Background: an optimization exercise with open tools, aiming at small area, a short achievable clock period and few clock cycles. Do not read the settings as production practice.
In this exercise RTL edits were held to simulation tests only and were not proved equivalent to the original.
Power is estimated from default activity; no workload was simulated.

## ence464_core
module ence464_core (
    input             clk,
    input             rst,         
    input             cmd_valid,
    output            cmd_ready,
    input      [31:0] cmd,
    input      [31:0] ticks,       
    input             full_dh,     
    input             full_dy,     
    input             full_ah,     
    input             full_ay,     
    output reg        rsp_valid,
    output reg [2:0]  rsp_status,
    output reg [15:0] rsp_data,
    output reg [7:0]  rsp_events,
    output reg [3:0]  rsp_fatal,
    output reg [11:0] pub_disp_h,
    output reg [8:0]  pub_disp_y,
    output reg [6:0]  pub_act_h,
    output reg [6:0]  pub_act_y
);
    localparam [2:0] ST_OK = 3'd0, ST_BLOCKED = 3'd1, ST_ILL_CMD = 3'd2,
                     ST_ILL_OPND = 3'd3, ST_PROTOCOL = 3'd4, ST_HALTED = 3'd5,
                     ST_FATAL = 3'd6;
  ...
export LEC_CHECK = 0
export CAP_MARGIN = 10
export CORE_MARGIN = 2
export CORE_UTILIZATION = 40
export CTS_CLUSTER_DIAMETER = 100
export CTS_CLUSTER_SIZE = 26
export SLEW_MARGIN = 10
create_clock -name core_clock -period 80.0 [get_ports {clk}]
standard.sh (not shown) runs the stock make flow with config.mk's settings and CLKGATE_MAP_FILE= SYNTH_SCRIPT=/design/flow/synth_recipe.tcl, a recipe that flattens the netlist after the stock synthesis.
==> flow/flow/run.sh <==
#!/bin/bash
# The standard layout (the standard.sh, all of its steps unchanged), except
# that the ports are buffered with sky130_fd_sc_hd__buf_2 rather than the
# buffer the placer picks by default (a delay cell). Every port still gets its
# own buffer. standard.sh's full output goes to standard.log here; ORFS's own
# per-step logs stay under orfs/logs.
set -e
export BUFFER_PORTS_ARGS="-buffer_cell sky130_fd_sc_hd__buf_2"
bash standard.sh > standard.log 2>&1
The baseline ran to the end with no violations.
Testbench counts at the start, summed over its fixed seeds: cycles 31,640.
Change:
- CAP_MARGIN: 10 -> 20
- CTS_BUF_LIST: default -> sky130_fd_sc_hd__clkbuf_4 sky130_fd_sc_hd__clkbuf_8
- CTS_CLUSTER_DIAMETER: 100 -> default
- CTS_CLUSTER_SIZE: 26 -> default
- SLEW_MARGIN: 10 -> 20
Effect: Wire length came out higher by 1.9%; final area came out higher by 2.8%; synthesized cell count stays the same; critical path depth stays the same; register-to-register slack is better by 0.11 ns; power came out higher by 23%; clock power came out higher by 61%.

========
== rev 12 ==
ence464_core, a different RTL version from the one above (not shown whole).
Size: roughly 7,200 cells after synthesis, roughly 62,000 µm² of cells after synthesis.
clock: 80.0 ns
lec_check: 0
cap_margin: 20
core_margin: 2
core_utilization: 40
slew_margin: 20
run.sh (not shown) runs the stock make flow with config.mk's settings and CLKGATE_MAP_FILE= SYNTH_SCRIPT=/design/flow/synth_recipe.tcl, a recipe that flattens the netlist after the stock synthesis.
Stock flow here: none of the scripts above is used.
Testbench counts of rev 12, summed over its fixed seeds: cycles 31,640.
Input-level comparison between rev 13 and rev 12:
==> flow/flow/run.sh (new file) <==
#!/bin/bash
# The standard layout (the standard.sh, all of its steps unchanged), except
# that the ports are buffered with sky130_fd_sc_hd__buf_2 rather than the
# buffer the placer picks by default (a delay cell). Every port still gets its
# own buffer. standard.sh's full output goes to standard.log here; ORFS's own
# per-step logs stay under orfs/logs.
set -e
export BUFFER_PORTS_ARGS="-buffer_cell sky130_fd_sc_hd__buf_2"
bash standard.sh > standard.log 2>&1
==> flow/standard.sh (new file) <==
#!/bin/bash
# synth_recipe.tcl (not shown) runs the flow's synth.tcl, then flattens the netlist and writes it again
# the make line also repeats each setting of config.mk as NAME=value (left out here)
make -C /OpenROAD-flow-scripts/flow DESIGN_CONFIG=/design/flow/config.mk WORK_HOME=/design/flow/orfs CLKGATE_MAP_FILE= SYNTH_SCRIPT=/design/flow/synth_recipe.tcl "${@:-finish}"
removed: flow/run.sh
[summary]
Post-detailed-placement cell area is lower on rev 13. Looking at final critical delay including setup and external delays, rev 13 sits 0.41 ns below rev 12. When rev 13 is set beside rev 12, its synthesis-to-finish area growth turns out to be 1.2 points smaller. Looking at half-perimeter wire length after placement, rev 13 sits 660 µm below rev 12. Comparing setup slack for rev 13 and rev 12, the smaller number came from rev 12. Compared with rev 12, rev 13 supports a higher clock frequency. Against rev 12 as the reference, rev 13 delivers a lower internal power summed over all cells.

========
ence464_core with an RTL version that a note above also has.
Size in the first run: ~7200 cells after synthesis, about 810 flip-flops, about 62000 um^2 of cells after synthesis.
// ence464_core
module ence464_core (
    input             clk,
    input             rst,         
    input             cmd_valid,
    output            cmd_ready,
    input      [31:0] cmd,
    input      [31:0] ticks,       
    input             full_dh,     
    input             full_dy,     
    input             full_ah,     
    input             full_ay,     
    output reg        rsp_valid,
    output reg [2:0]  rsp_status,
    output reg [15:0] rsp_data,
    output reg [7:0]  rsp_events,
    output reg [3:0]  rsp_fatal,
    output reg [11:0] pub_disp_h,
    output reg [8:0]  pub_disp_y,
    output reg [6:0]  pub_act_h,
    output reg [6:0]  pub_act_y
);
    localparam [2:0] ST_OK = 3'd0, ST_BLOCKED = 3'd1, ST_ILL_CMD = 3'd2,
                     ST_ILL_OPND = 3'd3, ST_PROTOCOL = 3'd4, ST_HALTED = 3'd5,
                     ST_FATAL = 3'd6;
    localparam [1:0] HS_WFS = 2'd0, HS_SMP = 2'd1, HS_WFC = 2'd2, HS_CTL = 2'd3;
    localparam [3:0] OP_ILL = 4'd0, OP_BAD = 4'd1, OP_WR = 4'd2, OP_RD = 4'd3,
  ...
export LEC_CHECK = 0
export CAP_MARGIN = 10
export CORE_MARGIN = 2
export CORE_UTILIZATION = 40
export CTS_CLUSTER_DIAMETER = 50
export CTS_CLUSTER_SIZE = 30
export SLEW_MARGIN = 10
create_clock -name core_clock -period 80.0 [get_ports {clk}]
standard.sh (not shown) runs the stock make flow with config.mk's settings and CLKGATE_MAP_FILE= SYNTH_SCRIPT=/design/flow/synth_recipe.tcl, a recipe that flattens the netlist after the stock synthesis.
==> flow/flow/run.sh <==
#!/bin/bash
# The standard layout (the standard.sh, all of its steps unchanged), except
# that the ports are buffered with sky130_fd_sc_hd__buf_2 rather than the
# buffer the placer picks by default (a delay cell). Every port still gets its
# own buffer. standard.sh's full output goes to standard.log here; ORFS's own
# per-step logs stay under orfs/logs.
set -e
export BUFFER_PORTS_ARGS="-buffer_cell sky130_fd_sc_hd__buf_2"
bash standard.sh > standard.log 2>&1
Testbench counts at the start, summed over its fixed seeds: cycles 31,640.
Edit:
Settings changed: CTS_CLUSTER_DIAMETER 50 to 100.
=> Total power fell by about 23%. Routed wire length shrinks by 0.97%. Clock power falls by about 46%. Synthesized cell count stays the same. Synthesized area is unchanged. Count of clock-buffer cells in the layout goes down by 66. First-iteration DRC count is about the same. Final cell count falls by about 1.2%. Die area stays the same. Setup slack gains 50 ps. Sequential power barely changes.
Edit:
Settings changed: CAP_MARGIN 10 to 20, CTS_CLUSTER_DIAMETER 100 to default, CTS_CLUSTER_SIZE 30 to default, SLEW_MARGIN 10 to 20.
After rerunning: The new run passed the timing, DRC and antenna checks. Total power rises by 24%. Synthesized area is unchanged. Count of clock-buffer cells in the layout goes up by 77. Design area rises by 2.7%. Routed wire length went up by about 1.1%. Non-clock buffer count climbs by 2. Global-route usage goes up by 0.25 points. Die area is unchanged.
Edit:
Settings changed: CAP_MARGIN 20 to 10, CTS_CLUSTER_DIAMETER from default to 60, CTS_CLUSTER_SIZE from default to 24, SLEW_MARGIN 20 to 10.
The new run ran to the end with no violations.
Die area does not change.
Non-clock buffer count goes down by 2.
Combinational power barely changes.
Sequential cell count stays the same.
Edit:
Settings changed: CTS_CLUSTER_DIAMETER 60 to 80, CTS_CLUSTER_SIZE 24 to 30.
After rerunning: The new run completed without violations. Utilization came out lower by 0.57 points. Worst setup slack improves by 18 ps. Final area shrinks by 1.3%. Critical path depth is unchanged.

## what the ideal ports hide
Ports are ideal in the flow. The routed layouts listed here were re-timed in OpenROAD.
Step 1: set_driving_cell puts a clkbuf_16 on clk and a buf_2 on each other input, an assumption about the parent block.
Step 2 also shifts input and output timing later by t, the mid clock arrival at the registers, as if the neighbouring blocks saw the same clock.
a / b / c = ideal ports / drivers / drivers and shift; a / b = the first two.
run | t, ns | setup WS [ns] | worst data-port slew with drivers (ns)
the first run of note 1 | 0.754 | 62.682 / 62.598 / 62.270 | 0.04
the second run of note 1 | 0.960 | 62.502 / 62.424 / 62.270 | 0.03
rev 12 | 0.794 | 62.334 / 62.253 / 62.370 | 0.05
rev 13 | 0.789 | 62.740 / 62.657 / 62.772 | 0.04
the first run of note 3 | 0.822 | 62.648 / 62.566 / 62.246 | 0.04
the second run of note 3 | 0.760 | 62.698 / 62.616 / 62.276 | 0.04
the third run of note 3 | 0.798 | 62.641 / 62.559 / 62.260 | 0.04
the fourth run of note 3 | 0.790 | 62.659 / 62.575 / 62.248 | 0.04
the fifth run of note 3 | 0.770 | 62.677 / 62.595 / 62.271 | 0.04
After both steps setup and hold are still met in every run listed. The setup slack of the second run of note 3, which loses most, moves by -0.082 ns with the drivers and by -0.422 ns with both steps.
